Background: an optimization exercise with open tools, aiming at small area. Do not read the settings as production practice.
RTL that was checked went through simulation tests only; none was proved equivalent to the original.
The RTL of runs 5 to 7 was laid out without a check of its function.
No activity file was given, so power comes from the tool's default toggle rates.

==> config.mk <==
export PLATFORM = sky130hd
export DESIGN_NAME = solar16_core
export DESIGN_NICKNAME = solar16_core
export VERILOG_FILES = /design/flow/design.v
export SDC_FILE = /design/flow/constraint.sdc
export NUM_CORES = 4
export LEC_CHECK = 0
export CAP_MARGIN = 20
export CORE_MARGIN = 2
export CORE_UTILIZATION = 55
export CTS_BUF_LIST = sky130_fd_sc_hd__clkbuf_4 sky130_fd_sc_hd__clkbuf_8
export CTS_CLUSTER_DIAMETER = 60
export CTS_CLUSTER_SIZE = 10
export PLACE_DENSITY = 0.7
export SLEW_MARGIN = 20
==> constraint.sdc <==
create_clock -name core_clock -period 10.0 [get_ports {clk}]
set_input_delay 2.0000 -clock core_clock [delete_from_list [all_inputs] [get_ports {clk}]]
set_output_delay 2.0000 -clock core_clock [all_outputs]
set_load 0.01 [all_outputs]
==> design.v <==
module solar16_core (
    input  wire        clk,
    input  wire        rst,           
    input  wire [16:0] prog_len,      
    output wire        imem_req,
    output wire [15:0] imem_addr,
    input  wire        imem_ack,
    input  wire [31:0] imem_rdata,
    output wire        dmem_req,
    output wire        dmem_we,
    output wire [15:0] dmem_addr,
    output wire [7:0]  dmem_wdata,
    input  wire        dmem_ack,
    input  wire [7:0]  dmem_rdata,
    output wire        in_req,
    input  wire        in_ack,
    input  wire        in_eof,
    input  wire [20:0] in_char,
    output wire        out_valid,
    output wire [7:0]  out_data,
    output wire [1:0]  run_state,     
    output wire [2:0]  fault_cause,
    output wire [16:0] fault_pc,
    output wire [7:0]  fault_opcode,
    output wire [7:0]  fault_operand,
    output wire [16:0] pc_out,
    output wire        z_out,
    input  wire [3:0]  dbg_sel,
    output wire [15:0] dbg_reg
);
    localparam S_CLEAR = 5'd0,    
               S_FETCH = 5'd1,    
               S_FWAIT = 5'd2,    
               S_EXEC  = 5'd3,    
               S_RS    = 5'd4,    
               S_RD    = 5'd5,    
               S_CAPA  = 5'd6,    
               S_MUL   = 5'd7,    
               S_SH    = 5'd8,    
               S_MQ1   = 5'd9,    
               S_MW1   = 5'd10,
               S_MQ2   = 5'd11,   
               S_MW2   = 5'd12,
               S_INQ   = 5'd13,   
               S_INW   = 5'd14,
               S_HALT  = 5'd15,
               S_SHX   = 5'd16,   
               S_F1    = 5'd17,   
               S_F2    = 5'd18,
               S_F3    = 5'd19,
               S_F4    = 5'd20;
    localparam O_ADD = 4'd0, O_SUB = 4'd1, O_MUL = 4'd2, O_MOV = 4'd3,
               O_LD  = 4'd4, O_ST  = 4'd5, O_CLR = 4'd6, O_CMP = 4'd7,
               O_AND = 4'd8, O_NOT = 4'd9, O_OR  = 4'd10, O_XOR = 4'd11,
               O_SHL = 4'd12, O_SHR = 4'd13;
    reg [4:0]   state;
    reg [3:0]   opc;
    reg [3:0]   kr;          
    reg [3:0]   cnt;
    reg [16:0]  pc;
    reg         zf;
    reg [31:0]  ir;
    reg [255:0] ring;
    wire [15:0] A  = ir[15:0];
    wire [15:0] B  = ir[31:16];
    wire [15:0] w0 = ring[15:0];
    wire [7:0] op  = A[7:0];
    reg legal, uses1, uses2;
    always @(*) begin
        legal = 1'b1; uses1 = 1'b0; uses2 = 1'b0;
        case (op)
            8'h00, 8'h01, 8'h02, 8'h11, 8'h12, 8'h13, 8'h41, 8'h44, 8'h45:
                uses1 = 1'b1;
            8'h03, 8'h04, 8'h05, 8'h10, 8'h30, 8'h40, 8'h42, 8'h43: begin
                uses1 = 1'b1; uses2 = 1'b1;
            end
            8'h20, 8'h21, 8'h22, 8'h23, 8'hF0, 8'hFF: ;
            default: legal = 1'b0;
        endcase
    end
    wire bad1 = uses1 && (A[15:12] != 4'd0);
    wire bad2 = uses2 && (B[7:4] != 4'd0);
    wire ok   = legal && !bad1 && !bad2;
    reg [3:0] dec_opc;
    always @(*) begin
        case (op)
            8'h00, 8'h03: dec_opc = O_ADD;
            8'h01, 8'h04: dec_opc = O_SUB;
            8'h02, 8'h05: dec_opc = O_MUL;
            8'h10:        dec_opc = O_MOV;
            8'h11:        dec_opc = O_LD;
            8'h12:        dec_opc = O_ST;
            8'h13:        dec_opc = O_CLR;
            8'h30:        dec_opc = O_CMP;
            8'h40:        dec_opc = O_AND;
            8'h41:        dec_opc = O_NOT;
            8'h42:        dec_opc = O_OR;
            8'h43:        dec_opc = O_XOR;
            8'h44:        dec_opc = O_SHL;
            default:      dec_opc = O_SHR;
        endcase
    end
    wire jump = (op == 8'h20) || (op == 8'h21 && zf) || (op == 8'h22 && !zf);
    wire hit_rd = (kr == 4'd15);             
    wire hit_rs = (cnt == B[3:0]);
    wire st_rd   = (state == S_RD);
    wire st_mul  = (state == S_MUL);
    wire st_sh   = (state == S_SH);
    wire st_exec = (state == S_EXEC);
    wire is_shr  = (opc == O_SHR);
    wire [3:0] sh_lim = is_shr ? ~A[3:0] : A[3:0];
    wire sh_on = (kr < sh_lim);
    wire [3:0] kin = st_mul ? kr : (st_sh && is_shr && hit_rd) ? ~A[3:0] : 4'hF;
    wire [15:0] mask;
    genvar gi;
    generate
        for (gi = 0; gi < 16; gi = gi + 1) begin : g_mask
            assign mask[gi] = (gi <= kin);
        end
    endgenerate
    wire xw  = st_rd;                         
    wire xb  = st_mul || st_sh;               
    wire sub = st_rd && (opc == O_SUB);
    wire [15:0] bsh = {B[14:0], 1'b0};
    wire [15:0] ax = (w0 & {16{xw}}) | (bsh & {16{xb}}) | (pc[15:0] & {16{st_exec}});
    wire [15:0] ay = st_mul  ? (A & mask & {16{B[15]}}) :
                     st_sh   ? 16'd0 :
                     st_exec ? 16'd4 : (B ^ {16{sub}});
    wire        cin = sub || (state == S_MQ1) || (st_sh && is_shr && B[15]);
    wire [16:0] cy;
    wire [16:0] asum;
    assign cy[0] = cin;
    generate
        for (gi = 0; gi < 16; gi = gi + 1) begin : g_add
            assign asum[gi] = ax[gi] ^ ay[gi] ^ cy[gi];
            assign cy[gi+1] = (ax[gi] & ay[gi]) | (cy[gi] & (ax[gi] ^ ay[gi]));
        end
    endgenerate
    assign asum[16] = cy[16];
    wire [15:0] msum = (asum[15:0] & mask) | (bsh & ~mask & {16{st_mul}});
    reg [3:0] lut;
    always @(*) begin
        case (state)
            S_CLEAR:        lut = 4'b0000;
            S_RS, S_CAPA:   lut = 4'b1100;           
            S_RD: case (opc)
                O_AND:      lut = 4'b1000;
                O_OR:       lut = 4'b1110;
                O_XOR, O_CMP: lut = 4'b0110;
                O_NOT:      lut = 4'b0011;
                O_CLR:      lut = 4'b0000;
                default:    lut = 4'b1010;           
            endcase
            default:        lut = 4'b1010;           
        endcase
    end
    wire [15:0] lres = (w0 & B & {16{lut[3]}}) | (w0 & ~B & {16{lut[2]}}) |
                       (~w0 & B & {16{lut[1]}}) | (~w0 & ~B & {16{lut[0]}});
    wire [15:0] in_value = (in_eof || in_char == 21'd10) ? 16'd0 : in_char[15:0];
    wire [15:0] ext = (state == S_INW) ? in_value : {dmem_rdata, A[15:8]};
    wire use_sum = (st_rd && (opc == O_ADD || opc == O_SUB)) || st_mul ||
                   (st_sh && !(hit_rd && !is_shr)) || (state == S_MQ1) ||
                   (st_exec && !jump);
    wire use_ext = (state == S_MW1) || (state == S_MW2) || (state == S_INW);
    wire [15:0] bus = use_sum ? msum : use_ext ? ext : lres;
    wire bus_zero = (bus == 16'd0);
    wire we = (state == S_CLEAR) ||
              (hit_rd && ((st_rd && opc != O_CMP) || st_mul || st_sh));
    always @(posedge clk)
        ring <= {we ? bus : w0, ring[255:16]};
    always @(posedge clk)
        kr <= st_exec ? cnt - A[11:8] : kr + 4'd1;
    wire pc_ok = (pc[1:0] == 2'b00) && (pc[16:2] < prog_len[16:2]);
    assign imem_req  = (state == S_FETCH) && pc_ok;
    assign imem_addr = pc[15:0];
    assign dmem_req  = (state == S_MQ1) || (state == S_MQ2);
    assign dmem_we   = (opc == O_ST);
    assign dmem_addr = B;
    assign dmem_wdata = A[7:0];
    assign in_req    = (state == S_INQ);
    assign out_valid = (state == S_MQ1) && (opc == O_ST) && (B == 16'hFF00);
    assign out_data  = A[7:0];
    wire faulted = (state == S_F1) || (state == S_F2) || (state == S_F3) || (state == S_F4);
    assign run_state   = faulted ? 2'd2 : (state == S_HALT) ? 2'd1 : 2'd0;
    assign fault_cause = (state == S_F1) ? 3'd1 : (state == S_F2) ? 3'd2 :
                         (state == S_F3) ? 3'd3 : (state == S_F4) ? 3'd4 : 3'd0;
    assign fault_pc    = faulted ? pc : 17'd0;
    assign fault_opcode  = (state == S_F1 || state == S_F4) ? A[7:0] : 8'd0;
    assign fault_operand = (state == S_F4) ? ((A[15:12] != 4'd0) ? A[15:8] : B[7:0]) : 8'd0;
    assign pc_out  = pc;
    assign z_out   = zf;
    wire [3:0] dpos = dbg_sel - cnt;
    reg [15:0] dbg_or;
    integer di;
    always @(*) begin
        dbg_or = 16'd0;
        for (di = 0; di < 16; di = di + 1)
            dbg_or = dbg_or | (ring[16 * di +: 16] & {16{dpos == di}});
    end
    assign dbg_reg = dbg_or;
    always @(posedge clk) begin
        if (rst) begin
            state <= S_CLEAR;
            cnt   <= 4'd0;
            pc    <= 17'd0;
            zf    <= 1'b0;
        end else begin
            cnt <= cnt + 4'd1;
            if (hit_rd && ((st_rd && opc != O_MOV && opc != O_LD) || st_mul || st_sh))
                zf <= bus_zero;
            case (state)
                S_CLEAR: if (cnt == 4'd15) state <= S_FETCH;
                S_FETCH: begin
                    if (pc[1:0] != 2'b00)  state <= S_F2;
                    else if (!pc_ok)       state <= S_F3;
                    else                   state <= S_FWAIT;
                end
                S_FWAIT: if (imem_ack) begin
                    ir    <= imem_rdata;
                    state <= S_EXEC;
                end
                S_EXEC: begin
                    opc <= dec_opc;
                    if (ok && op != 8'h23)
                        pc <= {use_sum & asum[16], bus};
                    if (!legal)                state <= S_F1;
                    else if (bad1 || bad2)     state <= S_F4;
                    else case (op)
                        8'h00, 8'h01, 8'h13, 8'h41: state <= S_RD;
                        8'h02, 8'h12:               state <= S_CAPA;
                        8'h44, 8'h45:               state <= S_SHX;
                        8'h11: state <= (B == 16'hFF10) ? S_INQ : S_MQ1;
                        8'h20, 8'h21, 8'h22, 8'hFF: state <= S_FETCH;
                        8'h23: state <= S_HALT;
                        8'hF0: begin zf <= 1'b0; state <= S_FETCH; end
                        default: state <= S_RS;     
                    endcase
                end
                S_SHX: begin
                    ir[15:0] <= bus;                
                    state    <= S_CAPA;
                end
                S_RS: if (hit_rs) begin
                    ir[31:16] <= bus;
                    state     <= (opc == O_MUL) ? S_CAPA : S_RD;
                end
                S_CAPA: if (hit_rd) begin
                    if (opc == O_SHL || opc == O_SHR) ir[31:16] <= bus;
                    else                              ir[15:0]  <= bus;
                    state <= (opc == O_MUL) ? S_MUL : (opc == O_ST) ? S_MQ1 : S_SH;
                end
                S_RD:  if (hit_rd) state <= S_FETCH;
                S_MUL: begin
                    ir[31:16] <= bus;
                    if (hit_rd) state <= S_FETCH;
                end
                S_SH: begin
                    if (sh_on) ir[31:16] <= bus;
                    if (hit_rd) state <= S_FETCH;
                end
                S_MQ1: begin
                    ir[31:16] <= bus;               
                    state     <= S_MW1;
                end
                S_MW1: if (dmem_ack) begin
                    ir[15:0] <= bus;                
                    state    <= S_MQ2;
                end
                S_MQ2: state <= S_MW2;
                S_MW2: if (dmem_ack) begin
                    ir[31:16] <= bus;
                    state     <= (opc == O_LD) ? S_RD : S_FETCH;
                end
                S_INQ: state <= S_INW;
                S_INW: if (in_ack) begin
                    ir[31:16] <= bus;
                    state     <= S_RD;
                end
                default: ;   
            endcase
        end
    end
endmodule
==> flow/run.sh <==
#!/bin/bash
# Standard layout, with the port buffers made of the smallest buffer cell and
# the resizer kept to small signal buffers.
set -euo pipefail
T=$PWD/flow/small_bufs.tcl
bash standard.sh 'BUFFER_PORTS_ARGS=-buffer_cell sky130_fd_sc_hd__buf_1' \
  "PRE_FLOORPLAN_TCL=$T" "PRE_GLOBAL_PLACE_TCL=$T" "PRE_RESIZE_TCL=$T" \
  "PRE_REPAIR_TIMING_POST_PLACE_TCL=$T" "PRE_GLOBAL_ROUTE_TCL=$T" finish > flow_make.log 2>&1
==> flow/small_bufs.tcl <==
# Keep the resizer's buffers small: signal buffers up to drive strength 2.
set_dont_use {sky130_fd_sc_hd__buf_4 sky130_fd_sc_hd__buf_6 sky130_fd_sc_hd__buf_8 sky130_fd_sc_hd__buf_12 sky130_fd_sc_hd__buf_16 sky130_fd_sc_hd__bufbuf_8 sky130_fd_sc_hd__bufbuf_16}
==> standard.sh <==
#!/bin/bash
# synth_recipe.tcl (not shown) runs the flow's synth.tcl, then flattens the netlist and writes it again
# the make line also repeats each setting of config.mk as NAME=value (left out here)
make -C /OpenROAD-flow-scripts/flow DESIGN_CONFIG=/design/flow/config.mk WORK_HOME=/design/flow/orfs CLKGATE_MAP_FILE= SYNTH_SCRIPT=/design/flow/synth_recipe.tcl "${@:-finish}"
==> results_dict.tcl, run 1 <==
set metrics [dict create \
    ant_nets 0 \
    crit_type "reg -> reg" \
    fillCellCount 2286 \
    grt_max_degree 22 \
    drt-initial-drc-count 1654 \
    skew_ns 0.03614 \
    post-route-drc-count 0 \
    cts_hold_buf 0 \
    dr.pass1.iters 6 \
    synth_cells 1426 \
    post_cts_buffers 0 \
    ys_seq_area_frac 0.4716 \
    rows 59 \
    cts_sinks 323 \
    synthDistinctLibCells 93 \
    ios 213 \
    dieArea_um2 27630 \
    seq_area_um2 6828 \
    peakVddDrop_mv 0.1912 \
    grt_pass1_wl_mm 73.66 \
    power_density_nw_per_um2 283.9 \
    ys_seq_elements 323 \
    num_vias 12630 \
    async_flop_share 0 \
    status "complete, no violations" \
    dpl_cell_area_um2 15330 \
    clk_latency_ns 0.57 \
    globalRouteTotalUtil 0.3466 \
    synth.net_count 1557 \
    slew_violations 0 \
    port_buffers 210 \
    syn_avg_cell_area_um2 10.15 \
    cts_made_buffers 39 \
    fin_crit_sh 0.9540 \
    clockBufferDepth 3 \
    ys.flop_type "dfxtp_1" \
    core_region_area_um2 25980 \
    start_util 0.5571 \
    path_max_fanout 9 \
    syn_to_final_growth_pct 10.67 \
    hold_viol_final 0 \
    end_kind "register" \
    die_h_um 166.2 \
    max_freq_mhz 104.8 \
    post_drt_wl_per_cell_um 25.40 \
    slew_headroom 0.2103 \
    antenna_found_initial 2 \
    synth_area_um2 14480 \
    dp_hpwl_mm 35.23 \
    cts_root_buffer "clkbuf_8" \
    layout_commonest_cell "dfxtp_1" \
    multiInputGateArea_um2 6935 \
    clk_pin_slew_ns 0.07 \
    final_cell_mix "dfxtp_1 (286), buf_1 (251), nor2_1 (107)" \
    arrival_ns 9.85 \
    htree_levels 2 \
    pre_cts_slack_ns 0.3046 \
    tightest_slew_ns 1.183 \
    drive_above_1_share 0.09981 \
    gp_congestion 1.074 \
    vias_per_cell 6.480 \
    power_uw 4548 \
    setup_tns_ns 0 \
    required_ns 10.31 \
    hold_class "reg -> reg" \
    grt_pass1_vias 12134 \
    startpoint_type "register" \
    cts.repair.resized 0 \
    p_leak_uw 0.006045 \
    overflow 0 \
    design_area_um2 16020 \
    dieWidth_um 166.2 \
    drt_wl_total_mm 49.50 \
    period_needed_ns 9.540 \
    setup_viol 0 \
    final_net_count 1733 \
    layout_setup_ws_ns 0.4601 \
    tritoncts "done" \
    drv_cap 0 \
    yosys_warnings 1 \
    synth_edf_count 36 \
]
-- cell families (layout without fill, tap and decap cells) --
logic type | count (synthesis) | count (layout) | synth area share
other | 0 | 1 | 0
DFF | 323 | 323 | 0.4716
muxes | 74 | 74 | 0.06051
AOI/OAI and AO/OA | 385 | 385 | 0.2022
xor gates and xnor gates | 38 | 38 | 0.02299
and+or+nand+nor | 387 | 387 | 0.1386
adders and majority gates | 43 | 43 | 0.04650
buffers and inverters | 176 | 363 | 0.05757
-- worst max-delay path, cell delays in order (launching register included) --
cell and delay, ns:
dfxtp_1 0.51, ha_1 0.26, and3_1 0.27, and4b_1 0.38
o22ai_1 0.17, o211ai_1 0.23, o21ai_0 0.16, fa_1 0.45
fa_1 0.49, fa_1 0.48, fa_1 0.49, fa_1 0.47
fa_1 0.48, fa_1 0.47, fa_1 0.47, fa_1 0.46
fa_1 0.46, fa_1 0.48, fa_1 0.46, fa_1 0.42
inv_1 0.08, fa_1 0.18, fa_1 0.16, nor2_1 0.04
a221o_1 0.46, mux2_2 0.29
-- final cells by class --
type / instances / area share
sequential: 323 / 0.4262
clock buffer: 48 / 0.03812
clock inverter: 4 / 0.002968
timing repair buffer: 258 / 0.06100
inverter: 53 / 0.01242
tap: 335 / 0.02617
antenna: 1 / 0.0001562
multi-input combinational: 927 / 0.4329
-- power breakdown --
group / switching [uW] / leakage (uW) / internal (uW)
clock: 449 / 0.000347 / 399
sequential: 403 / 0.00272 / 1850
combinational: 916 / 0.00297 / 533
-- metrics by stage --
| step | instances | utilization | hold WS [ns] |
|---|---|---|---|
| 2_1_floorplan | 1426 | - | 0.3308 |
| 3_3_place_gp | 1896 | 0.5900 | 0.3326 |
| 3_5_place_dp | 1896 | 0.5900 | 0.3363 |
| 4_1_cts | 1948 | 0.6154 | 0.3186 |
| 5_1_grt | 1948 | 0.6164 | 0.3352 |
| 6_report | 1949 | 0.6165 | 0.3386 |
-- state kept, by name, summed over array words and instances, names as in the netlist --
signal	cells
ring	256
ir	32
pc	17
state	5
cnt	4
kr	4
opc	4
zf	1
-- final timing paths --
kind	from	endpoint	slack (ns)	depth (start not counted)
worst max-delay path	kr[1]$_DFF_P_	ir[31]$_DFFE_PP_	0.46	25
worst min-delay path	ring[64]$_DFF_P_	ring[48]$_DFF_P_	0.34	0
worst max register to register	kr[1]$_DFF_P_	ir[31]$_DFFE_PP_	0.46	25
worst min register to register	ring[64]$_DFF_P_	ring[48]$_DFF_P_	0.34	0
-- cell usage after synthesis, types with 18 or more instances --
| cell type | number | share of area |
|---|---|---|
| o21ai_0 | 41 | 0.014 |
| fa_1 | 18 | 0.025 |
| nor3_1 | 29 | 0.010 |
| a22o_1 | 59 | 0.036 |
| a21oi_1 | 60 | 0.021 |
| nand2_1 | 59 | 0.015 |
| mux2i_1 | 29 | 0.020 |
| nand4_1 | 21 | 0.0091 |
| buf_4 | 36 | 0.019 |
| nand3_1 | 22 | 0.0076 |
| xor2_1 | 21 | 0.013 |
| dfxtp_1 | 287 | 0.40 |
| edfxtp_1 | 36 | 0.075 |
| nor2_1 | 122 | 0.032 |
| nor2b_1 | 36 | 0.016 |
| mux2_2 | 37 | 0.029 |
| buf_2 | 18 | 0.0062 |
| clkbuf_1 | 62 | 0.016 |
| ha_1 | 25 | 0.022 |
| o22ai_1 | 18 | 0.0078 |
| nor4_1 | 18 | 0.0078 |
| a221oi_1 | 61 | 0.037 |
| inv_1 | 51 | 0.013 |
-- per-layer routing --
layer | track usage | vias up | wire length, um
met5 | 0 | - | 0
met4 | 0.2193 | 0 | 3310
met3 | 0.07388 | 181 | 4295
met2 | 0.5365 | 742 | 22350
met1 | 0.4434 | 6066 | 19550
li1 | - | 5641 | -
==> run 2: changes to the inputs <==
--- a/config.mk
+++ b/config.mk
@@ -9,7 +9,7 @@
 export CORE_MARGIN = 2
 export CORE_UTILIZATION = 55
-export CTS_BUF_LIST = sky130_fd_sc_hd__clkbuf_4 sky130_fd_sc_hd__clkbuf_8
-export CTS_CLUSTER_DIAMETER = 60
-export CTS_CLUSTER_SIZE = 10
+export CTS_BUF_LIST = sky130_fd_sc_hd__clkbuf_4
+export CTS_CLUSTER_DIAMETER = 50
+export CTS_CLUSTER_SIZE = 8
 export PLACE_DENSITY = 0.7
 export SLEW_MARGIN = 20
==> results_dict.tcl, run 2 <==
set metrics [dict create \
    combPwrFrac 0.330 \
    die_h_um 166.2 \
    ios 213 \
    globalRouteTotalUtil 0.3455 \
    synth_most_common_cell "dfxtp_1" \
    final_cell_mix "dfxtp_1 (285), buf_1 (251), nor2_1 (107)" \
    synth_edf_count 36 \
    dp_hpwl_mm 35.23 \
    clk_pin_slew_ns 0.09 \
    clockBufferDepth 3 \
    cts_made_buffers 47 \
    rows 59 \
    port_buffers 210 \
    synth_area_um2 14480 \
    layout_commonest_cell "dfxtp_1" \
    hold_viol_final 0 \
    overflow 0 \
    grt_pass1_wl_mm 73.54 \
    clk_latency_ns 0.70 \
    syn_to_final_growth_pct 9.240 \
    drt_wl_total_mm 49.43 \
    start_util 0.5571 \
    ys_seq_elements 323 \
    design_area_um2 15810 \
    drv_cap 0 \
    synth.net_count 1557 \
    post_cts_buffers 0 \
    yosys.area.top_type "dfxtp_1" \
    end_kind "register" \
    slew_violations 0 \
    period_needed_ns 9.643 \
    worstReg2RegEnd "ir[30]$_DFFE_PP_" \
    dieArea_um2 27630 \
    core_region_area_um2 25980 \
    power_density_nw_per_um2 276.4 \
    dieWidth_um 166.2 \
    cts_sinks 323 \
    status "complete, no violations" \
    final_net_count 1741 \
    critPathLaunch "state[3]$_SDFFE_PP0P_" \
    syn_avg_cell_area_um2 10.15 \
    crit_type "reg -> reg" \
    layout_setup_ws_ns 0.3569 \
    ant_nets 0 \
    ys_seq_area_frac 0.4716 \
    dr.pass1.iters 8 \
    slew_headroom 0.2145 \
    worstSetupEndpoint "ir[30]$_DFFE_PP_" \
    drive_above_1_share 0.1036 \
    p_int_uw 2633 \
    peakVddDrop_mv 0.1709 \
    gp_congestion 1.074 \
    pwr-share-clk 0.155 \
    seqPwrFrac 0.515 \
    yosys_warnings 1 \
    cts_hold_buf 0 \
    async_flop_share 0 \
    reg2reg_slack_ns 0.36 \
    dpl_cell_area_um2 15330 \
    cts.repair.resized 0 \
    synth_cells 1426 \
    vias_per_cell 6.485 \
    pre_cts_slack_ns 0.3046 \
    arrival_ns 10.16 \
    synthDistinctLibCells 93 \
    htree_levels 2 \
    grt_max_degree 22 \
    largest_reg_flops 256 \
    tritoncts "done" \
    ys.flop_type "dfxtp_1" \
    timing.rr.start "state[3]$_SDFFE_PP0P_" \
    p_sw_uw 1738 \
    power_uw 4371 \
    required_ns 10.52 \
    path_max_fanout 9 \
    switching_share 0.3976 \
    hold_class "reg -> reg" \
    tightest_slew_ns 1.177 \
    drt-initial-drc-count 1666 \
    num_vias 12718 \
    p_leak_uw 0.005963 \
    skew_ns 0.05101 \
    largest_registers "ring (256), ir (32), pc (17)" \
    yosys-top-cells-count "dfxtp_1 (287), nor2_1 (122), clkbuf_1 (62), a221oi_1 (61), a21oi_1 (60)" \
    largest-register "ring" \
    fin_crit_sh 0.9643 \
    post-route-drc-count 0 \
    setup_viol 0 \
    setup_tns_ns 0 \
    cts_root_buffer "clkbuf_4" \
    antenna_found_initial 3 \
    synth_area_leaders "dfxtp_1 (40%), edfxtp_1 (7.5%), a221oi_1 (3.7%)" \
    grt_pass1_vias 12138 \
    netlist.area_leader.share 0.3969 \
    reg2regPathDepth 25 \
    max_freq_mhz 103.7 \
    post_drt_wl_per_cell_um 25.20 \
    startpoint_type "register" \
]
==> run 2: cells by family (layout without fill, tap and decap cells) <==
| family | Yosys count | after routing | share of synthesized area |
|---|---|---|---|
| AO/OA/AOI/OAI | 385 | 385 | 0.2022 |
| XOR/XNOR | 38 | 38 | 0.02299 |
| adder cells (fa/ha/maj) | 43 | 43 | 0.04650 |
| buffers and inverters | 176 | 372 | 0.05757 |
| flip-flops | 323 | 323 | 0.4716 |
| multiplexers | 74 | 74 | 0.06051 |
| other | 0 | 4 | 0 |
| AND/OR/NAND/NOR | 387 | 387 | 0.1386 |
==> run 2: critical path, cell delays in order, from the launching register on <==
cell,delay (ns)
dfxtp_1,0.40
or3b_4,0.51
nor3_1,0.23
nand2_1,0.13
xor2_1,0.15
o21ai_0,0.12
fa_1,0.43
fa_1,0.47
fa_1,0.49
fa_1,0.49
fa_1,0.49
fa_1,0.47
fa_1,0.48
fa_1,0.47
fa_1,0.47
fa_1,0.47
fa_1,0.46
fa_1,0.48
fa_1,0.47
fa_1,0.42
inv_1,0.08
fa_1,0.40
inv_1,0.06
a32oi_1,0.06
o32ai_1,0.50
mux2_2,0.29
==> run 2: layout make-up <==
class,count,area [um2]
clock inverter,6,37.54
inverter,53,198.9
antenna,4,10.01
clock buffer,55,412.9
sequential,323,6829
multi-input combinational,927,6928
timing repair buffer,258,977.2
fill,2324,10170
tap,335,419.2
==> run 2: per-stage QoR <==
stage | hold WS (ns) | instances | util
finish | 0.3369 | 1961 | 0.6085
CTS | 0.3258 | 1957 | 0.6074
floorplan | 0.3308 | 1426 | -
detailed placement | 0.3363 | 1896 | 0.5900
global route | 0.3490 | 1959 | 0.6083
global placement | 0.3326 | 1896 | 0.5900
==> run 2: layer usage <==
layer  share of wire  routed length, um  global-route usage  up-vias
met3           0.092               4543             0.07364      193
met4           0.065               3221              0.2065        0
met5               0                  0                   0        -
met2            0.45              22390              0.5416      765
li1                -                  -                   -     5685
met1            0.39              19270              0.4413     6075
==> run 2: power groups by stage <==
| stage | sequential (uW) | combinational, uW | clock, uW |
|---|---|---|---|
| 4_1_cts | 2230 | 1400 | 692 |
| 6_report | 2250 | 1440 | 678 |
| 5_1_grt | 2290 | 1540 | 747 |
| 3_3_place_gp | 2240 | 1380 | 0 |
| 3_5_place_dp | 2250 | 1390 | 0 |
| 2_1_floorplan | 2080 | 986 | 0 |
==> run 2: worst min-delay path by stage <==
| stage | startpoint | end | slack (ns) | depth (start not counted) |
|---|---|---|---|---|
| 2_1_floorplan | ring[126]$_DFF_P_ | ring[110]$_DFF_P_ | 0.33 | 0 |
| 3_3_place_gp | ring[125]$_DFF_P_ | ring[109]$_DFF_P_ | 0.33 | 0 |
| 3_5_place_dp | ring[137]$_DFF_P_ | ring[121]$_DFF_P_ | 0.34 | 0 |
| 4_1_cts | ring[145]$_DFF_P_ | ring[129]$_DFF_P_ | 0.33 | 0 |
| 5_1_grt | ring[193]$_DFF_P_ | ring[177]$_DFF_P_ | 0.35 | 0 |
| 6_report | ring[145]$_DFF_P_ | ring[129]$_DFF_P_ | 0.34 | 0 |
==> run 3: changes to the inputs <==
--- a/config.mk
+++ b/config.mk
@@ -9,7 +9,7 @@
 export CORE_MARGIN = 2
 export CORE_UTILIZATION = 55
-export CTS_BUF_LIST = sky130_fd_sc_hd__clkbuf_4
-export CTS_CLUSTER_DIAMETER = 50
-export CTS_CLUSTER_SIZE = 8
+export CTS_BUF_LIST = sky130_fd_sc_hd__clkbuf_8
+export CTS_CLUSTER_DIAMETER = 80
+export CTS_CLUSTER_SIZE = 14
 export PLACE_DENSITY = 0.7
 export SLEW_MARGIN = 20
==> results_dict.tcl, run 3 <==
set metrics [dict create \
    core_region_area_um2 25980 \
    synthDistinctLibCells 93 \
    cts_hold_buf 0 \
    syn_avg_cell_area_um2 10.15 \
    path_buf_inv 2 \
    tightest_slew_ns 1.186 \
    startpoint_type "register" \
    ant_nets 0 \
    die_h_um 166.2 \
    critPathLaunch "state[3]$_SDFFE_PP0P_" \
    grt_max_degree 22 \
    cts_sinks 323 \
    post_drt_wl_per_cell_um 25.48 \
    ys_seq_elements 323 \
    dieWidth_um 166.2 \
    grt_pass1_vias 11986 \
    multiInputGateArea_um2 6928 \
    clk_latency_ns 0.59 \
    critical_path_depth 27 \
    start_util 0.5571 \
    seq_area_um2 6829 \
    final_net_count 1721 \
    yosys_warnings 1 \
    yosys-top-cells-count "dfxtp_1 (287), nor2_1 (122), clkbuf_1 (62), a221oi_1 (61), a21oi_1 (60)" \
    p_leak_uw 0.005942 \
    reg2reg_slack_ns 0.40 \
    cts_root_buffer "clkbuf_8" \
    globalRouteTotalUtil 0.3419 \
    required_ns 10.49 \
    setup_viol 0 \
    status "complete, no violations" \
    end_kind "register" \
    clk_pin_slew_ns 0.09 \
    synth_cells 1426 \
    synth.net_count 1557 \
    drt-initial-drc-count 1626 \
    holdPathStages 0 \
    syn_to_final_growth_pct 9.189 \
    design_area_um2 15810 \
    clockBufferDepth 3 \
    layout_commonest_cell "dfxtp_1" \
    slew_headroom 0.2082 \
    gp_congestion 1.074 \
    async_flop_share 0 \
    drv_cap 0 \
    timing.rr.start "state[3]$_SDFFE_PP0P_" \
    largest_reg_flops 256 \
    post-route-drc-count 0 \
    yosys.area.top_type "dfxtp_1" \
    antenna_found_initial 1 \
    synth_most_common_cell "dfxtp_1" \
    drt_wl_total_mm 49.25 \
    synth_edf_count 36 \
    netlist.area_leader.share 0.3969 \
    setup_tns_ns 0 \
    hold_class "reg -> reg" \
    final_cells 1933 \
    cpMostUsedCell "fa_1" \
    tritoncts "done" \
    period_needed_ns 9.597 \
    htree_levels 1 \
    power_uw 4380 \
    skew_ns 0.04612 \
    slew_violations 0 \
    power_density_nw_per_um2 277.1 \
    fin_crit_sh 0.9597 \
    final_cell_mix "dfxtp_1 (285), buf_1 (251), nor2_1 (107)" \
    vias_per_cell 6.506 \
    cts_made_buffers 27 \
    port_buffers 210 \
    synth_area_leaders "dfxtp_1 (40%), edfxtp_1 (7.5%), a221oi_1 (3.7%)" \
    dpl.cell_count 1896 \
    dp_hpwl_mm 35.23 \
    fillCellCount 2308 \
    largest-register "ring" \
    synth_area_um2 14480 \
    crit_family "adder cells" \
    drive_above_1_share 0.08766 \
    cpMaxStageDelayCell "or3b_4" \
    max_freq_mhz 104.2 \
    rows 59 \
    path_max_fanout 9 \
    dr.pass1.iters 8 \
    overflow 0 \
    ys.flop_type "dfxtp_1" \
    peakVddDrop_mv 0.2042 \
    slowest_delay_ns 0.51 \
    ios 213 \
    reg2regPathDepth 27 \
    arrival_ns 10.08 \
    utilization 0.6082 \
    largest_registers "ring (256), ir (32), pc (17)" \
    ys_seq_area_frac 0.4716 \
    hold_viol_final 0 \
    grt_pass1_wl_mm 73.18 \
    num_vias 12576 \
    crit_type "reg -> reg" \
    worstSetupEndpoint "zf$_SDFF_PP0_" \
    dpl_cell_area_um2 15330 \
    worstReg2RegEnd "zf$_SDFF_PP0_" \
    dieArea_um2 27630 \
]
[run 3: worst min path at each step]
stage,startpoint,endpoint,slack (ns)
floorplan,ring[126]$_DFF_P_,ring[110]$_DFF_P_,0.33
global placement,ring[125]$_DFF_P_,ring[109]$_DFF_P_,0.33
detailed placement,ring[137]$_DFF_P_,ring[121]$_DFF_P_,0.34
CTS,ring[200]$_DFF_P_,ring[184]$_DFF_P_,0.32
global route,ring[200]$_DFF_P_,ring[184]$_DFF_P_,0.33
finish,ring[200]$_DFF_P_,ring[184]$_DFF_P_,0.32
[run 3: worst register-to-register path: cells and delay by family (launching register included)]
kind	cells	cell delay (ns)
compound gates	4	0.74
xor+xnor	1	0.15
fa+ha+maj	15	6.93
buf+inv	2	0.14
flops	1	0.40
simple gates	5	1.15
[run 3: where the power goes]
part,internal (uW),switching [uW]
registers,1850,406
logic,531,910
clock network,281,406
total,2660,1720
[run 3: logic make-up (layout without fill, tap and decap cells)]
group,Yosys count,in the layout,share of synthesized area
compound gates,385,385,0.2022
xor+xnor,38,38,0.02299
fa+ha+maj,43,43,0.04650
buf+inv,176,347,0.05757
flops,323,323,0.4716
mux,74,74,0.06051
other cells,0,1,0
simple gates,387,387,0.1386
[run 3: metal layers]
metal,part of all wire,vias to the layer above,GRT usage
li1,-,5621,-
met1,0.40,5984,0.4431
met2,0.45,774,0.5396
met3,0.086,197,0.06196
met4,0.066,0,0.1983
met5,0,-,0
[run 3: layout make-up]
cell class,instances,share of cell area
inverter,53,0.01259
clock buffer,28,0.02438
clock inverter,8,0.004117
sequential,323,0.4321
tap,335,0.02652
timing repair buffer,258,0.06183
multi-input combinational,927,0.4383
antenna,1,0.0001583
[run 3: per-stage QoR]
stage,hold WS [ns],setup slack (ns)
after floorplan,0.3308,0.4468
after global placement,0.3326,0.4048
after detailed placement,0.3363,0.3046
after CTS,0.3191,0.3103
after global routing,0.3250,-0.009536
final,0.3237,0.4034
[run 3: repair_timing]
action                                  in CTS  in global routing
resized for setup                            0                  6
endpoints found under the setup margin       0                  5
setup buffers                                0                  0
endpoints found under the hold margin        0                  0
==> run 4: changes to the inputs <==
--- a/config.mk
+++ b/config.mk
@@ -6,5 +6,5 @@
 export NUM_CORES = 4
 export LEC_CHECK = 0
-export CAP_MARGIN = 20
+export CAP_MARGIN = 5
 export CORE_MARGIN = 2
 export CORE_UTILIZATION = 55
@@ -13,3 +13,3 @@
 export CTS_CLUSTER_SIZE = 14
 export PLACE_DENSITY = 0.7
-export SLEW_MARGIN = 20
+export SLEW_MARGIN = 5
==> results_dict.tcl, run 4 <==
set metrics [dict create \
    p_leak_uw 0.005938 \
    hold_viol_final 0 \
    hold_class "reg -> reg" \
    dieWidth_um 166.2 \
    post-route-drc-count 0 \
    yosys.area.top_type "dfxtp_1" \
    synth_most_common_cell "dfxtp_1" \
    htree_levels 1 \
    arrival_ns 10.11 \
    setup_tns_ns 0 \
    synth_area_leaders "dfxtp_1 (40%), edfxtp_1 (7.5%), a221oi_1 (3.7%)" \
    clk_pin_slew_ns 0.09 \
    required_ns 10.49 \
    tritoncts "done" \
    holdWs_ns 0.3206 \
    slew_violations 0 \
    period_needed_ns 9.623 \
    clockBufferDepth 3 \
    cpMostUsedCell "fa_1" \
    grt_pass1_vias 11986 \
    cts_made_buffers 27 \
    port_buffers 210 \
    synthDistinctLibCells 93 \
    ant_nets 0 \
    synth.net_count 1557 \
    rows 59 \
    end_kind "register" \
    cts_hold_buf 0 \
    drive_above_1_share 0.08579 \
    peakVddDrop_mv 0.2048 \
    layout_setup_ws_ns 0.3774 \
    layout_commonest_cell "dfxtp_1" \
    power_density_nw_per_um2 277.0 \
    largest_registers "ring (256), ir (32), pc (17)" \
    utilization 0.6080 \
    crit_family "adder cells" \
    crit_type "reg -> reg" \
    synth_cells 1426 \
    die_h_um 166.2 \
    dr.pass1.iters 7 \
    num_vias 12556 \
    cts_root_buffer "clkbuf_8" \
    path_max_fanout 9 \
    yosys_warnings 1 \
    ys.flop_type "dfxtp_1" \
    fin_crit_sh 0.9623 \
    ios 213 \
    setup_viol 0 \
    clk_latency_ns 0.60 \
    netlist.area_leader.share 0.3969 \
    globalRouteTotalUtil 0.3419 \
    drv_cap 0 \
    final_net_count 1721 \
    synth_edf_count 36 \
    start_util 0.5571 \
    pre_cts_slack_ns 0.3046 \
    path_buf_inv 2 \
    slew_headroom 0.1812 \
    tightest_slew_ns 1.224 \
    dp_hpwl_mm 35.23 \
    antenna_found_initial 1 \
    skew_ns 0.04718 \
    syn_to_final_growth_pct 9.145 \
    largest_reg_flops 256 \
    ys_seq_elements 323 \
    core_region_area_um2 25980 \
    status "complete, no violations" \
    startpoint_type "register" \
    post_drt_wl_per_cell_um 25.43 \
    drt_wl_total_mm 49.15 \
    dieArea_um2 27630 \
    yosys-top-cells-count "dfxtp_1 (287), nor2_1 (122), clkbuf_1 (62), a221oi_1 (61), a21oi_1 (60)" \
    final_cell_mix "dfxtp_1 (285), buf_1 (252), nor2_1 (109)" \
    slowest_delay_ns 0.51 \
    cpMaxStageDelayCell "or3b_4" \
    cts_sinks 323 \
    reg2reg_slack_ns 0.38 \
    largest-register "ring" \
    max_freq_mhz 103.9 \
    async_flop_share 0 \
    grt_max_degree 22 \
    ys_seq_area_frac 0.4716 \
    power_uw 4377 \
    reg2regPathDepth 27 \
    holdPathStages 0 \
    grt_pass1_wl_mm 73.18 \
    critical_path_depth 27 \
    vias_per_cell 6.496 \
    syn_avg_cell_area_um2 10.15 \
    drt-initial-drc-count 1501 \
    overflow 0 \
    gp_congestion 1.074 \
    synth_area_um2 14480 \
]
==> run 4: changes by cell type in the layout (fill, tap and decap cells not counted) <==
cell      change
nor2_1        +2
nor2_2        -2
buf_1         +1
clkbuf_2      -1
==> run 4: worst paths after layout <==
kind | startpoint | to
setup / recovery | state[3]$_SDFFE_PP0P_ | zf$_SDFF_PP0_
setup reg to reg | state[3]$_SDFFE_PP0P_ | zf$_SDFF_PP0_
hold reg to reg | ring[232]$_DFF_P_ | ring[216]$_DFF_P_
hold / removal | ring[232]$_DFF_P_ | ring[216]$_DFF_P_
==> run 4: routing by layer <==
metal	vias to the layer above	track usage	routed length (um)
met5	-	0	0
met3	191	0.06196	4408
met2	747	0.5396	22180
li1	5623	-	-
met4	0	0.1983	3270
met1	5995	0.4431	19290
==> run 4: metrics by stage <==
step	area, um2	cells
5_1_grt	15800	1932
3_5_place_dp	15330	1896
2_1_floorplan	14480	1426
6_report	15800	1933
3_3_place_gp	15330	1896
4_1_cts	15780	1932
==> run 4: worst register-to-register path: cells and delay by family (launching register included) <==
family	cells	cell delay [ns]
xor+xnor	1	0.15
compound gates	4	0.75
fa+ha+maj	15	6.95
flops	1	0.41
buf+inv	2	0.14
simple gates	5	1.14
==> run 4: cells by family after synthesis <==
group,count (synthesis),synth area share
xor gates and xnor gates,38,0.02299
adders and majority gates,43,0.04650
AOI/OAI and AO/OA,385,0.2022
buffers and inverters,176,0.05757
and+or+nand+nor,387,0.1386
DFF,323,0.4716
muxes,74,0.06051
==> run 4: repair_timing <==
action / in CTS / in global routing
buffers inserted: 0 / 0
gates resized for setup: 0 / 6
setup endpoints to repair: 0 / 5
hold endpoints to repair: 0 / 0
==> run 4: power breakdown <==
part | leakage [uW] | switching [uW] | internal, uW | total [uW]
Sequential | 0.00272 | 404 | 1850 | 2250
Clock | 0.000247 | 406 | 281 | 687
Combinational | 0.00297 | 909 | 530 | 1440
Total | 0.00594 | 1720 | 2660 | 4380
==> run 4: layout make-up <==
type                            instances  area (um2)
Clock inverter                          8       65.06
Inverter                               53       198.9
Antenna cell                            1       2.502
Sequential cell                       323        6829
Clock buffer                           28       385.4
Timing Repair Buffer                  258       975.9
Fill cell                            2306       10190
Multi-Input combinational cell        927        6923
Tap cell                              335       419.2
==> run 5: changes to the inputs <==
--- a/design.v
+++ b/design.v
@@ -53,5 +53,5 @@
                O_LD  = 4'd4, O_ST  = 4'd5, O_CLR = 4'd6, O_CMP = 4'd7,
                O_AND = 4'd8, O_NOT = 4'd9, O_OR  = 4'd10, O_XOR = 4'd11,
-               O_SHL = 4'd12, O_SHR = 4'd13;
+               O_SHL = 4'd12, O_SHR = 4'd13, O_IN = 4'd14;
     reg [4:0]   state;
     reg [3:0]   opc;
@@ -89,5 +89,5 @@
             8'h02, 8'h05: dec_opc = O_MUL;
             8'h10:        dec_opc = O_MOV;
-            8'h11:        dec_opc = O_LD;
+            8'h11:        dec_opc = (B == 16'hFF10) ? O_IN : O_LD;
             8'h12:        dec_opc = O_ST;
             8'h13:        dec_opc = O_CLR;
@@ -150,4 +150,5 @@
                 O_NOT:      lut = 4'b0011;
                 O_CLR:      lut = 4'b0000;
+                O_IN:       lut = A[0] ? 4'b0000 : 4'b1010;    
                 default:    lut = 4'b1010;           
             endcase
@@ -157,6 +158,6 @@
     wire [15:0] lres = (w0 & B & {16{lut[3]}}) | (w0 & ~B & {16{lut[2]}}) |
                        (~w0 & B & {16{lut[1]}}) | (~w0 & ~B & {16{lut[0]}});
-    wire [15:0] in_value = (in_eof || in_char == 21'd10) ? 16'd0 : in_char[15:0];
-    wire [15:0] ext = (state == S_INW) ? in_value : {dmem_rdata, A[15:8]};
+    wire        in_zero = in_eof || (in_char == 21'd10);
+    wire [15:0] ext = (state == S_INW) ? in_char[15:0] : {dmem_rdata, A[15:8]};
     wire use_sum = (st_rd && (opc == O_ADD || opc == O_SUB)) || st_mul ||
                    (st_sh && !(hit_rd && !is_shr)) || (state == S_MQ1) ||
@@ -169,4 +170,7 @@
     always @(posedge clk)
         ring <= {we ? bus : w0, ring[255:16]};
+    always @(posedge clk)
+        if (state == S_CLEAR || (st_exec && ok && op != 8'h23))
+            pc <= {use_sum & asum[16], bus};
     always @(posedge clk)
         kr <= st_exec ? cnt - A[11:8] : kr + 4'd1;
@@ -203,12 +207,13 @@
             state <= S_CLEAR;
             cnt   <= 4'd0;
-            pc    <= 17'd0;
-            zf    <= 1'b0;
         end else begin
             cnt <= cnt + 4'd1;
-            if (hit_rd && ((st_rd && opc != O_MOV && opc != O_LD) || st_mul || st_sh))
+            if (hit_rd && ((st_rd && opc != O_MOV && opc != O_LD && opc != O_IN) || st_mul || st_sh))
                 zf <= bus_zero;
             case (state)
-                S_CLEAR: if (cnt == 4'd15) state <= S_FETCH;
+                S_CLEAR: begin
+                    zf <= 1'b0;
+                    if (cnt == 4'd15) state <= S_FETCH;
+                end
                 S_FETCH: begin
                     if (pc[1:0] != 2'b00)  state <= S_F2;
@@ -222,6 +227,4 @@
                 S_EXEC: begin
                     opc <= dec_opc;
-                    if (ok && op != 8'h23)
-                        pc <= {use_sum & asum[16], bus};
                     if (!legal)                state <= S_F1;
                     else if (bad1 || bad2)     state <= S_F4;
@@ -275,4 +278,5 @@
                 S_INW: if (in_ack) begin
                     ir[31:16] <= bus;
+                    ir[0]     <= in_zero;
                     state     <= S_RD;
                 end
==> config.mk (replaced) <==
export PLATFORM = sky130hd
export DESIGN_NAME = solar16_core
export DESIGN_NICKNAME = solar16_core
export VERILOG_FILES = /design/flow/design.v
export SDC_FILE = /design/flow/constraint.sdc
export NUM_CORES = 4
export LEC_CHECK = 0
export CAP_MARGIN = 20
export CORE_MARGIN = 2
export CORE_UTILIZATION = 55
export CTS_CLUSTER_DIAMETER = 110
export CTS_CLUSTER_SIZE = 24
export PLACE_DENSITY = 0.7
export SLEW_MARGIN = 20
==> results_dict.tcl, run 5 <==
set metrics [dict create \
    crit_type "reg -> reg" \
    period_needed_ns 9.633 \
    grt_pass1_vias 11903 \
    peakVddDrop_mv 0.2026 \
    dr.pass1.iters 7 \
    skew_ns 0.01500 \
    ys_seq_area_frac 0.4829 \
    power_uw 5226 \
    ant_nets 0 \
    pwr-share-clk 0.142 \
    netlist.area_leader.share 0.3711 \
    clk_latency_ns 0.52 \
    max_freq_mhz 103.8 \
    setup_viol 0 \
    clk_pin_slew_ns 0.10 \
    crit_family "adder cells" \
    n_antenna_cell 0 \
    largest_reg_flops 256 \
    largest-register "ring" \
    drive_above_1_share 0.09051 \
    reg2reg_slack_ns 0.37 \
    largest_registers "ring (256), ir (32), pc (17)" \
    drv_cap 0 \
    switching_share 0.4201 \
    gp_congestion 1.036 \
    p_int_uw 3030 \
    synth.net_count 1545 \
    layout_commonest_cell "dfxtp_1" \
    fin_crit_sh 0.9633 \
    dieArea_um2 27700 \
    cts_sinks 323 \
    rows 59 \
    slew_headroom 0.2236 \
    combPwrFrac 0.385 \
    port_buffers 210 \
    core_region_area_um2 25980 \
    slew_violations 0 \
    start_util 0.5584 \
    cts_root_buffer "clkbuf_16" \
    startpoint_type "register" \
    tightest_slew_ns 1.163 \
    final_net_count 1705 \
    vias_per_cell 6.554 \
    yosys_warnings 1 \
    syn_to_final_growth_pct 9.899 \
    yosys-top-cells-count "dfxtp_1 (269), nor2_1 (99), nand2_1 (77), a22o_1 (68), clkbuf_1 (68)" \
    end_kind "register" \
    drt-initial-drc-count 1720 \
    synth_area_leaders "dfxtp_1 (37%), edfxtp_1 (11%), a22o_1 (4.1%)" \
    arrival_ns 9.98 \
    globalRouteTotalUtil 0.3511 \
    htree_levels 1 \
    dp_hpwl_mm 37.09 \
    yosys.area.top_type "dfxtp_1" \
    ios 213 \
    slowest_delay_ns 0.49 \
    hold_class "reg -> reg" \
    status "complete, no violations" \
    synth_area_um2 14510 \
    final_cell_mix "dfxtp_1 (269), buf_1 (259), nor2_1 (86)" \
    power_density_nw_per_um2 327.7 \
    post-route-drc-count 0 \
    ys.flop_type "dfxtp_1" \
    cpMaxStageDelayCell "fa_1" \
    grt_max_degree 30 \
    synthDistinctLibCells 90 \
    path_max_fanout 3 \
    num_vias 12551 \
    utilization 0.6137 \
    path_buf_inv 2 \
    synth_most_common_cell "dfxtp_1" \
    antenna_found_initial 1 \
    tritoncts "done" \
    grt_pass1_wl_mm 74.35 \
    syn_avg_cell_area_um2 10.26 \
    cpMostUsedCell "fa_1" \
    hold_viol_final 0 \
    p_sw_uw 2196 \
    dieWidth_um 166.4 \
    overflow 0 \
    ys_seq_elements 323 \
    rsz0062_at_grt "false" \
    cts_made_buffers 17 \
    die_h_um 166.4 \
    fillCellCount 2272 \
    required_ns 10.35 \
    async_flop_share 0 \
    clockBufferDepth 3 \
    seqPwrFrac 0.474 \
    drt_wl_total_mm 50.20 \
    synth_edf_count 54 \
    p_leak_uw 0.005862 \
    synth_cells 1414 \
    post_drt_wl_per_cell_um 26.22 \
]
[run 5: cell count changes in the layout (fill, tap and decap cells not counted), sizes merged, moves of 12 or more]
cell and change:
nor2 -24, nor3 +13, inv -16, nand2 +18, a22oi -12, buf +12
edfxtp +18, dfxtp -18
[run 5: area by class of cell]
cell class / instances / area, um2 / area share
Inverter: 41 / 153.9 / 0.009651
Clock inverter: 2 / 17.52 / 0.001098
Multi-Input combinational cell: 918 / 6827 / 0.4281
Sequential cell: 323 / 7007 / 0.4394
Timing Repair Buffer: 273 / 1054 / 0.06607
Tap cell: 335 / 419.2 / 0.02628
Clock buffer: 23 / 469.2 / 0.02942
[run 5: worst paths after layout]
check,from,end,cells after the start
setup / recovery,state[4]$_SDFFE_PP0P_,zf$_DFFE_PN_,26
hold / removal,ring[243]$_DFF_P_,ring[227]$_DFF_P_,0
setup reg to reg,state[4]$_SDFFE_PP0P_,zf$_DFFE_PN_,26
hold reg to reg,ring[243]$_DFF_P_,ring[227]$_DFF_P_,0
[run 5: cells by family (layout without fill, tap and decap cells)]
| family | after synthesis | in the layout | share of synthesized area |
|---|---|---|---|
| and+or+nand+nor | 389 | 389 | 0.1387 |
| AOI/OAI and AO/OA | 381 | 381 | 0.2013 |
| DFF | 323 | 323 | 0.4829 |
| buffers and inverters | 173 | 339 | 0.05648 |
| muxes | 69 | 69 | 0.05251 |
| adders and majority gates | 43 | 43 | 0.04639 |
| xor gates and xnor gates | 36 | 36 | 0.02173 |
[run 5: repair_timing]
action / 4_1_cts / 5_1_grt
resized for setup: 1 / 12
buffers inserted: 0 / 2
pin swaps: 0 / 1
endpoints found under the hold margin: 0 / 0
hold buffers: 0 / 0
endpoints found under the setup margin: 1 / 4
[run 5: layer usage]
layer	GRT usage	wire length [um]	vias up
met4	0.1784	2857	0
met5	0	0	-
met3	0.05561	4361	154
li1	-	-	5617
met2	0.5447	22450	753
met1	0.4792	20530	6027
[run 5: metrics by stage]
stage	hold WS, ns	setup WS [ns]	area [um2]	instances	setup TNS, ns
after floorplan	0.3308	0.006890	14520	1414	0
after global placement	0.3335	0.04703	15410	1888	0
after detailed placement	0.3355	-0.02578	15410	1888	-0.02578
after CTS	0.3437	0.01908	15910	1913	0
after global routing	0.3522	0.0002807	15950	1915	0
final	0.3445	0.3668	15950	1915	0
[run 5: power by group through the flow]
stage,registers [uW],logic (uW),clock network (uW)
final,2480,2010,741
after detailed placement,2470,1950,0
after floorplan,2270,1370,0
after CTS,2450,1960,747
after global placement,2460,1940,0
after global routing,2530,2150,792
[run 5: worst register-to-register path, cell delays in order (launching register included)]
cell and delay (ns):
dfxtp_1 0.31, nand2b_2 0.20, or3_4 0.41, nor4_4 0.24, clkbuf_8 0.19, buf_2 0.13
xor2_1 0.15, a32oi_1 0.10, fa_1 0.46, fa_2 0.42, fa_1 0.45, fa_1 0.46
fa_1 0.47, fa_2 0.41, fa_2 0.41, fa_1 0.48, fa_2 0.42, fa_1 0.46
fa_2 0.42, fa_1 0.45, fa_1 0.47, fa_1 0.45, fa_1 0.49, nor2_1 0.05
o32a_1 0.34, or4_1 0.47, o31ai_1 0.20
==> run 6: changes to the inputs <==
--- a/config.mk
+++ b/config.mk
@@ -9,6 +9,7 @@
 export CORE_MARGIN = 2
 export CORE_UTILIZATION = 55
-export CTS_CLUSTER_DIAMETER = 110
-export CTS_CLUSTER_SIZE = 24
+export CTS_BUF_LIST = sky130_fd_sc_hd__clkbuf_8
+export CTS_CLUSTER_DIAMETER = 80
+export CTS_CLUSTER_SIZE = 14
 export PLACE_DENSITY = 0.7
 export SLEW_MARGIN = 20
==> results_dict.tcl, run 6 <==
set metrics [dict create \
    design_area_um2 15900 \
    fin_crit_sh 0.9633 \
    netlist.area_leader.share 0.3711 \
    pre_cts_slack_ns -0.02578 \
    arrival_ns 10.09 \
    n_antenna_cell 0 \
    largest_registers "ring (256), ir (32), pc (17)" \
    vias_per_cell 6.546 \
    reg2reg_slack_ns 0.37 \
    seq_area_um2 7007 \
    dieArea_um2 27700 \
    dpl_cell_area_um2 15410 \
    crit_type "reg -> reg" \
    multiInputGateArea_um2 6832 \
    cts_sinks 323 \
    synth_area_um2 14510 \
    synth_most_common_cell "dfxtp_1" \
    rows 59 \
    holdPathStages 0 \
    status "complete, no violations" \
    final_cells 1927 \
    yosys-top-cells-count "dfxtp_1 (269), nor2_1 (99), nand2_1 (77), a22o_1 (68), clkbuf_1 (68)" \
    cts_root_buffer "clkbuf_8" \
    skew_ns 0.03161 \
    ant_nets 0 \
    async_flop_share 0 \
    overflow 0 \
    clk_latency_ns 0.61 \
    power_density_nw_per_um2 324.2 \
    dpl.cell_count 1888 \
    final_cell_mix "dfxtp_1 (269), buf_1 (259), nor2_1 (86)" \
    globalRouteTotalUtil 0.3509 \
    slew_violations 0 \
    layout_commonest_cell "dfxtp_1" \
    start_util 0.5584 \
    end_kind "register" \
    largest_reg_flops 256 \
    tightest_slew_ns 1.155 \
    dp_hpwl_mm 37.09 \
    setup_viol 0 \
    grt_pass1_wl_mm 74.33 \
    slew_headroom 0.2292 \
    holdWs_ns 0.3364 \
    grt_max_degree 30 \
    htree_levels 1 \
    p_leak_uw 0.005874 \
    peakVddDrop_mv 0.1828 \
    syn_avg_cell_area_um2 10.26 \
    drt-initial-drc-count 1667 \
    ios 213 \
    synth_cells 1414 \
    drive_above_1_share 0.09673 \
    ys_seq_area_frac 0.4829 \
    min_from "ring[147]$_DFF_P_" \
    die_h_um 166.4 \
    ys_seq_elements 323 \
    yosys_warnings 1 \
    hold_viol_final 0 \
    grt_pass1_vias 11859 \
    max_freq_mhz 103.8 \
    reg2regPathDepth 26 \
    startpoint_type "register" \
    timing.rr.start "state[4]$_SDFFE_PP0P_" \
    required_ns 10.45 \
    synth.net_count 1545 \
    port_buffers 210 \
    post-route-drc-count 0 \
    holdPathEnd "ring[131]$_DFF_P_" \
    largest-register "ring" \
    clk_pin_slew_ns 0.11 \
    syn_to_final_growth_pct 9.598 \
    synth_area_leaders "dfxtp_1 (37%), edfxtp_1 (11%), a22o_1 (4.1%)" \
    ys.flop_type "dfxtp_1" \
    gp_congestion 1.036 \
    hold_class "reg -> reg" \
    core_region_area_um2 25980 \
    num_vias 12614 \
    clockBufferDepth 3 \
    post_drt_wl_per_cell_um 26.06 \
    layout_setup_ws_ns 0.3672 \
    fillCellCount 2295 \
    path_max_fanout 3 \
    worstReg2RegEnd "zf$_DFFE_PN_" \
    drt_wl_total_mm 50.21 \
    yosys.area.top_type "dfxtp_1" \
    final_net_count 1715 \
    period_needed_ns 9.633 \
    drv_cap 0 \
    dr.pass1.iters 8 \
    power_uw 5156 \
    dieWidth_um 166.4 \
    tritoncts "done" \
    synth_edf_count 54 \
    cts_made_buffers 27 \
    antenna_found_initial 1 \
    synthDistinctLibCells 90 \
]
[run 6: cell count changes in the layout (fill, tap and decap cells not counted), sizes merged]
cell / previous run / this run
clkbuf: 28 / 32
clkdlybuf4s15: 0 / 1
clkinv: 1 / 2
inv: 42 / 48
[run 6: critical path, stage by stage, from the launching register on]
cell and delay [ns]:
dfxtp_1 0.31, nand2b_2 0.20, or3_4 0.41, nor4_4 0.24
clkbuf_8 0.19, buf_2 0.13, xor2_1 0.15, a32oi_1 0.10
fa_1 0.46, fa_2 0.41, fa_1 0.45, fa_1 0.46
fa_1 0.47, fa_2 0.41, fa_2 0.40, fa_1 0.47
fa_2 0.41, fa_1 0.46, fa_2 0.41, fa_1 0.45
fa_1 0.47, fa_1 0.46, fa_1 0.50, nor2_1 0.05
o32a_1 0.34, or4_1 0.49, o31ai_2 0.18
[run 6: kinds of logic after synthesis]
logic type,count (synthesis),synth area share
simple gates,389,0.1387
compound gates,381,0.2013
flops,323,0.4829
buf+inv,173,0.05648
mux,69,0.05251
fa+ha+maj,43,0.04639
xor+xnor,36,0.02173
[run 6: power breakdown]
group | internal [uW] | switching, uW | total [uW]
Clock | 257 | 415 | 672
Combinational | 720 | 1290 | 2010
Sequential | 1980 | 495 | 2470
Total | 2950 | 2200 | 5160
[run 6: how the worst max path moves through the flow]
stage	to	cells after the start	from
finish	zf$_DFFE_PN_	26	state[4]$_SDFFE_PP0P_
global route	zf$_DFFE_PN_	27	state[4]$_SDFFE_PP0P_
global placement	zf$_DFFE_PN_	27	state[4]$_SDFFE_PP0P_
floorplan	zf$_DFFE_PN_	30	state[0]$_SDFFE_PP0P_
CTS	zf$_DFFE_PN_	27	state[4]$_SDFFE_PP0P_
detailed placement	zf$_DFFE_PN_	27	state[4]$_SDFFE_PP0P_
[run 6: what timing repair did]
item	CTS	global route
setup buffers	0	2
hold buffers	0	0
pin swaps	0	1
gates resized for setup	1	12
endpoints found under the setup margin	1	4
endpoints found under the hold margin	0	0
[run 6: final cells by class]
| cell class | count | share of cell area |
|---|---|---|
| sequential | 323 | 0.4406 |
| clock inverter | 9 | 0.002990 |
| inverter | 41 | 0.009677 |
| clock buffer | 28 | 0.02423 |
| tap | 335 | 0.02636 |
| timing repair buffer | 273 | 0.06656 |
| multi-input combinational | 918 | 0.4296 |
[run 6: metal layers]
| metal | up-vias | track usage | routed length [um] |
|---|---|---|---|
| met5 | - | 0 | 0 |
| met4 | 0 | 0.1585 | 2554 |
| met3 | 144 | 0.05965 | 4439 |
| met2 | 743 | 0.5478 | 22680 |
| met1 | 6099 | 0.4815 | 20540 |
| li1 | 5628 | - | - |
[run 6: metrics by stage]
stage | TNS (ns) | utilization
after floorplan | 0 | -
after global placement | 0 | 0.5932
after detailed placement | -0.02578 | 0.5932
after CTS | 0 | 0.6102
after global routing | -0.002727 | 0.6120
final | 0 | 0.6120
==> run 7: changes to the inputs <==
--- a/design.v
+++ b/design.v
@@ -49,5 +49,6 @@
                S_F2    = 5'd18,
                S_F3    = 5'd19,
-               S_F4    = 5'd20;
+               S_F4    = 5'd20,
+               S_NEG   = 5'd21;   
     localparam O_ADD = 4'd0, O_SUB = 4'd1, O_MUL = 4'd2, O_MOV = 4'd3,
                O_LD  = 4'd4, O_ST  = 4'd5, O_CLR = 4'd6, O_CMP = 4'd7,
@@ -126,5 +127,5 @@
     wire [15:0] ay = st_mul  ? (A & mask & {16{B[15]}}) :
                      st_sh   ? 16'd0 :
-                     st_exec ? 16'd4 : (B ^ {16{sub}});
+                     st_exec ? 16'd4 : B;       
     wire        cin = sub || (state == S_MQ1) || (st_sh && is_shr && B[15]);
     wire [16:0] cy;
@@ -143,5 +144,7 @@
         case (state)
             S_CLEAR:        lut = 4'b0000;
-            S_RS, S_CAPA:   lut = 4'b1100;           
+            S_RS:           lut = (opc == O_SUB) ? 4'b0011 : 4'b1100;   
+            S_CAPA:         lut = 4'b1100;           
+            S_NEG:          lut = 4'b0101;           
             S_RD: case (opc)
                 O_AND:      lut = 4'b1000;
@@ -230,5 +233,6 @@
                     else if (bad1 || bad2)     state <= S_F4;
                     else case (op)
-                        8'h00, 8'h01, 8'h13, 8'h41: state <= S_RD;
+                        8'h00, 8'h13, 8'h41:        state <= S_RD;
+                        8'h01:                      state <= S_NEG;
                         8'h02, 8'h12:               state <= S_CAPA;
                         8'h44, 8'h45:               state <= S_SHX;
@@ -240,4 +244,8 @@
                     endcase
                 end
+                S_NEG: begin
+                    ir[31:16] <= bus;               
+                    state     <= S_RD;
+                end
                 S_SHX: begin
                     ir[15:0] <= bus;                
==> results_dict.tcl, run 7 <==
set metrics [dict create \
    status "complete, no violations" \
    hold_class "reg -> reg" \
    yosys_warnings 1 \
    netlist.area_leader.share 0.3666 \
    ios 213 \
    clk_latency_ns 0.60 \
    num_vias 13061 \
    tightest_slew_ns 1.110 \
    fin_crit_sh 0.9697 \
    largest_registers "ring (256), ir (32), pc (17)" \
    largest_reg_flops 256 \
    cts_root_buffer "clkbuf_8" \
    n_antenna_cell 0 \
    layout_commonest_cell "dfxtp_1" \
    htree_levels 1 \
    setup_tns_ns 0 \
    clockBufferDepth 3 \
    final_cells 1918 \
    peakVddDrop_mv 0.1913 \
    port_buffers 210 \
    yosys.area.top_type "dfxtp_1" \
    synth.net_count 1539 \
    synth_cells 1408 \
    globalRouteTotalUtil 0.3720 \
    slew_headroom 0.2575 \
    rows 59 \
    slew_violations 0 \
    overflow 0 \
    gp_congestion 1.045 \
    die_h_um 167.4 \
    tritoncts "done" \
    antenna_found_initial 0 \
    arrival_ns 10.14 \
    dpl.cell_count 1876 \
    path_max_fanout 8 \
    power_uw 4804 \
    required_ns 10.45 \
    drv_cap 0 \
    grt_pass1_vias 12535 \
    cts_made_buffers 28 \
    final_net_count 1705 \
    seq_area_um2 7007 \
    post_drt_wl_per_cell_um 27.97 \
    startpoint_type "register" \
    dr.pass1.iters 26 \
    drive_above_1_share 0.09981 \
    ys_seq_elements 323 \
    end_kind "register" \
    fillCellCount 2290 \
    grt_max_degree 31 \
    holdPathStages 0 \
    multiInputGateArea_um2 6982 \
    dieWidth_um 167.4 \
    synth_most_common_cell "dfxtp_1" \
    reg2regPathDepth 24 \
    dp_hpwl_mm 39.03 \
    yosys-top-cells-count "dfxtp_1 (269), nor2_1 (92), nand2_1 (75), a221oi_1 (68), a22o_1 (66)" \
    rsz0062_at_grt "false" \
    drt_wl_total_mm 53.66 \
    vias_per_cell 6.810 \
    post-route-drc-count 0 \
    synth_area_leaders "dfxtp_1 (37%), edfxtp_1 (11%), a221oi_1 (4.1%)" \
    ys_seq_area_frac 0.4770 \
    drt-initial-drc-count 1850 \
    ys.flop_type "dfxtp_1" \
    hold_viol_final 0 \
    crit_type "reg -> reg" \
    synthDistinctLibCells 97 \
    setup_viol 0 \
    p_leak_uw 0.005758 \
    core_region_area_um2 26130 \
    syn_to_final_growth_pct 9.183 \
    cts_sinks 323 \
    ant_nets 0 \
    clk_pin_slew_ns 0.10 \
    synth_area_um2 14690 \
    async_flop_share 0 \
    power_density_nw_per_um2 299.6 \
    largest-register "ring" \
    skew_ns 0.03295 \
    synth_edf_count 54 \
    cts_hold_buf 0 \
    period_needed_ns 9.697 \
    final_cell_mix "dfxtp_1 (269), buf_1 (249), nor2_1 (78)" \
    dieArea_um2 28030 \
    max_freq_mhz 103.1 \
    start_util 0.5621 \
    grt_pass1_wl_mm 78.72 \
    syn_avg_cell_area_um2 10.43 \
]
run 7: cell types whose count changed after synthesis, sizes merged, moves of 7 or more:
cell	change
nor3b	+9
o21ai	-10
nor3	-11
xor2	-8
nor2	-7
mux2i	-9
a22oi	+15
run 7: final timing paths:
kind                              start           endpoint  slack [ns]
setup / recovery  state[1]$_SDFFE_PP0P_   ir[31]$_DFFE_PP_        0.30
setup reg to reg  state[1]$_SDFFE_PP0P_   ir[31]$_DFFE_PP_        0.30
hold reg to reg       ring[156]$_DFF_P_  ring[140]$_DFF_P_        0.33
hold / removal        ring[156]$_DFF_P_  ring[140]$_DFF_P_        0.33
run 7: repair_timing:
action                                  4_1_cts  5_1_grt
buffers inserted                              0        3
resized for setup                             0        0
endpoints found under the setup margin        0        2
run 7: kinds of logic (layout without fill, tap and decap cells):
kind of cell | after synthesis | count (layout) | share of synthesized area
compound gates | 398 | 398 | 0.2129
xor+xnor | 24 | 24 | 0.01431
mux | 62 | 62 | 0.04881
buf+inv | 167 | 342 | 0.05562
fa+ha+maj | 43 | 43 | 0.04583
simple gates | 391 | 391 | 0.1455
flops | 323 | 323 | 0.4770
run 7: layout make-up:
type / instances / share of cell area
Timing Repair Buffer: 258 / 0.06109
Clock inverter: 10 / 0.005071
Tap cell: 335 / 0.02614
Multi-Input combinational cell: 918 / 0.4354
Sequential cell: 323 / 0.4369
Inverter: 45 / 0.01053
Clock buffer: 29 / 0.02489
run 7: metal layers:
metal	vias to the layer above	part of all wire	GRT usage
met2	932	0.44	0.5789
met3	263	0.11	0.08036
met4	0	0.069	0.2265
met5	-	0	0
li1	5675	-	-
met1	6191	0.38	0.4768
run 7: where the power goes:
| group | internal, uW | total, uW | leakage, uW | switching (uW) |
|---|---|---|---|---|
| sequential | 1890 | 2360 | 0.00275 | 474 |
| clock | 294 | 722 | 0.000269 | 428 |
| combinational | 618 | 1720 | 0.00274 | 1100 |
run 7: critical path, cell delays in order (launching register included):
cell	delay (ns)
dfxtp_1	0.40
or3b_2	0.55
nor2_1	0.36
a221o_1	0.27
fa_1	0.18
inv_1	0.06
fa_1	0.45
fa_1	0.46
fa_1	0.46
fa_1	0.47
fa_1	0.48
fa_1	0.47
fa_1	0.47
fa_1	0.47
fa_1	0.46
fa_1	0.47
fa_1	0.51
fa_1	0.47
fa_1	0.39
fa_1	0.39
fa_1	0.44
mux2_2	0.28
o22ai_2	0.17
buf_1	0.23
mux2_2	0.19
run 7: per-stage QoR:
step	utilization	worst slack (ns)	hold slack (ns)	area [um2]
floorplan	-	0.3037	0.3308	14690
global placement	0.5942	0.4451	0.3331	15530
detailed placement	0.5945	0.3811	0.3366	15530
CTS	0.6129	0.3460	0.3137	16020
global route	0.6137	0.04110	0.3153	16040
finish	0.6137	0.3032	0.3262	16040

==> afterwards: timing with drivers on the ports <==
The flow's constraints put no driver on any port. The routed layouts listed below were extracted and timed again, unchanged, in two steps.
Step 1 sets driving cells, clkbuf_16 on the clock port and buf_2 on the other inputs (assumed; they add their load-dependent delay and slew).
Step 2 moves the port delays by t, midway between the first and last clock arrival at a register: inputs arrive t later, outputs are due t later. That takes back most of the time a late clock gives input paths.
Three values: ideal ports, drivers, drivers and shift; two values: the first two.
| run | t (ns) | setup WS [ns] | slew at the worst register clock pin (ns) | pins driven straight from the clock port |
|---|---|---|---|---|
| run 1 | 0.592 | 0.460 / 0.460 / 0.460 | 0.08 / 0.08 | 1 |
| run 2 | 0.714 | 0.357 / 0.357 / 0.357 | 0.10 / 0.10 | 1 |
| run 3 | 0.612 | 0.403 / 0.403 / 0.403 | 0.11 / 0.11 | 1 |
| run 4 | 0.616 | 0.377 / 0.377 / 0.377 | 0.10 / 0.10 | 1 |
| run 5 | 0.557 | 0.367 / 0.367 / 0.367 | 0.10 / 0.10 | 1 |
| run 6 | 0.635 | 0.367 / 0.367 / 0.367 | 0.11 / 0.11 | 1 |
| run 7 | 0.624 | 0.303 / 0.303 / 0.303 | 0.10 / 0.10 | 1 |
After both steps setup and hold are still met in every run listed.
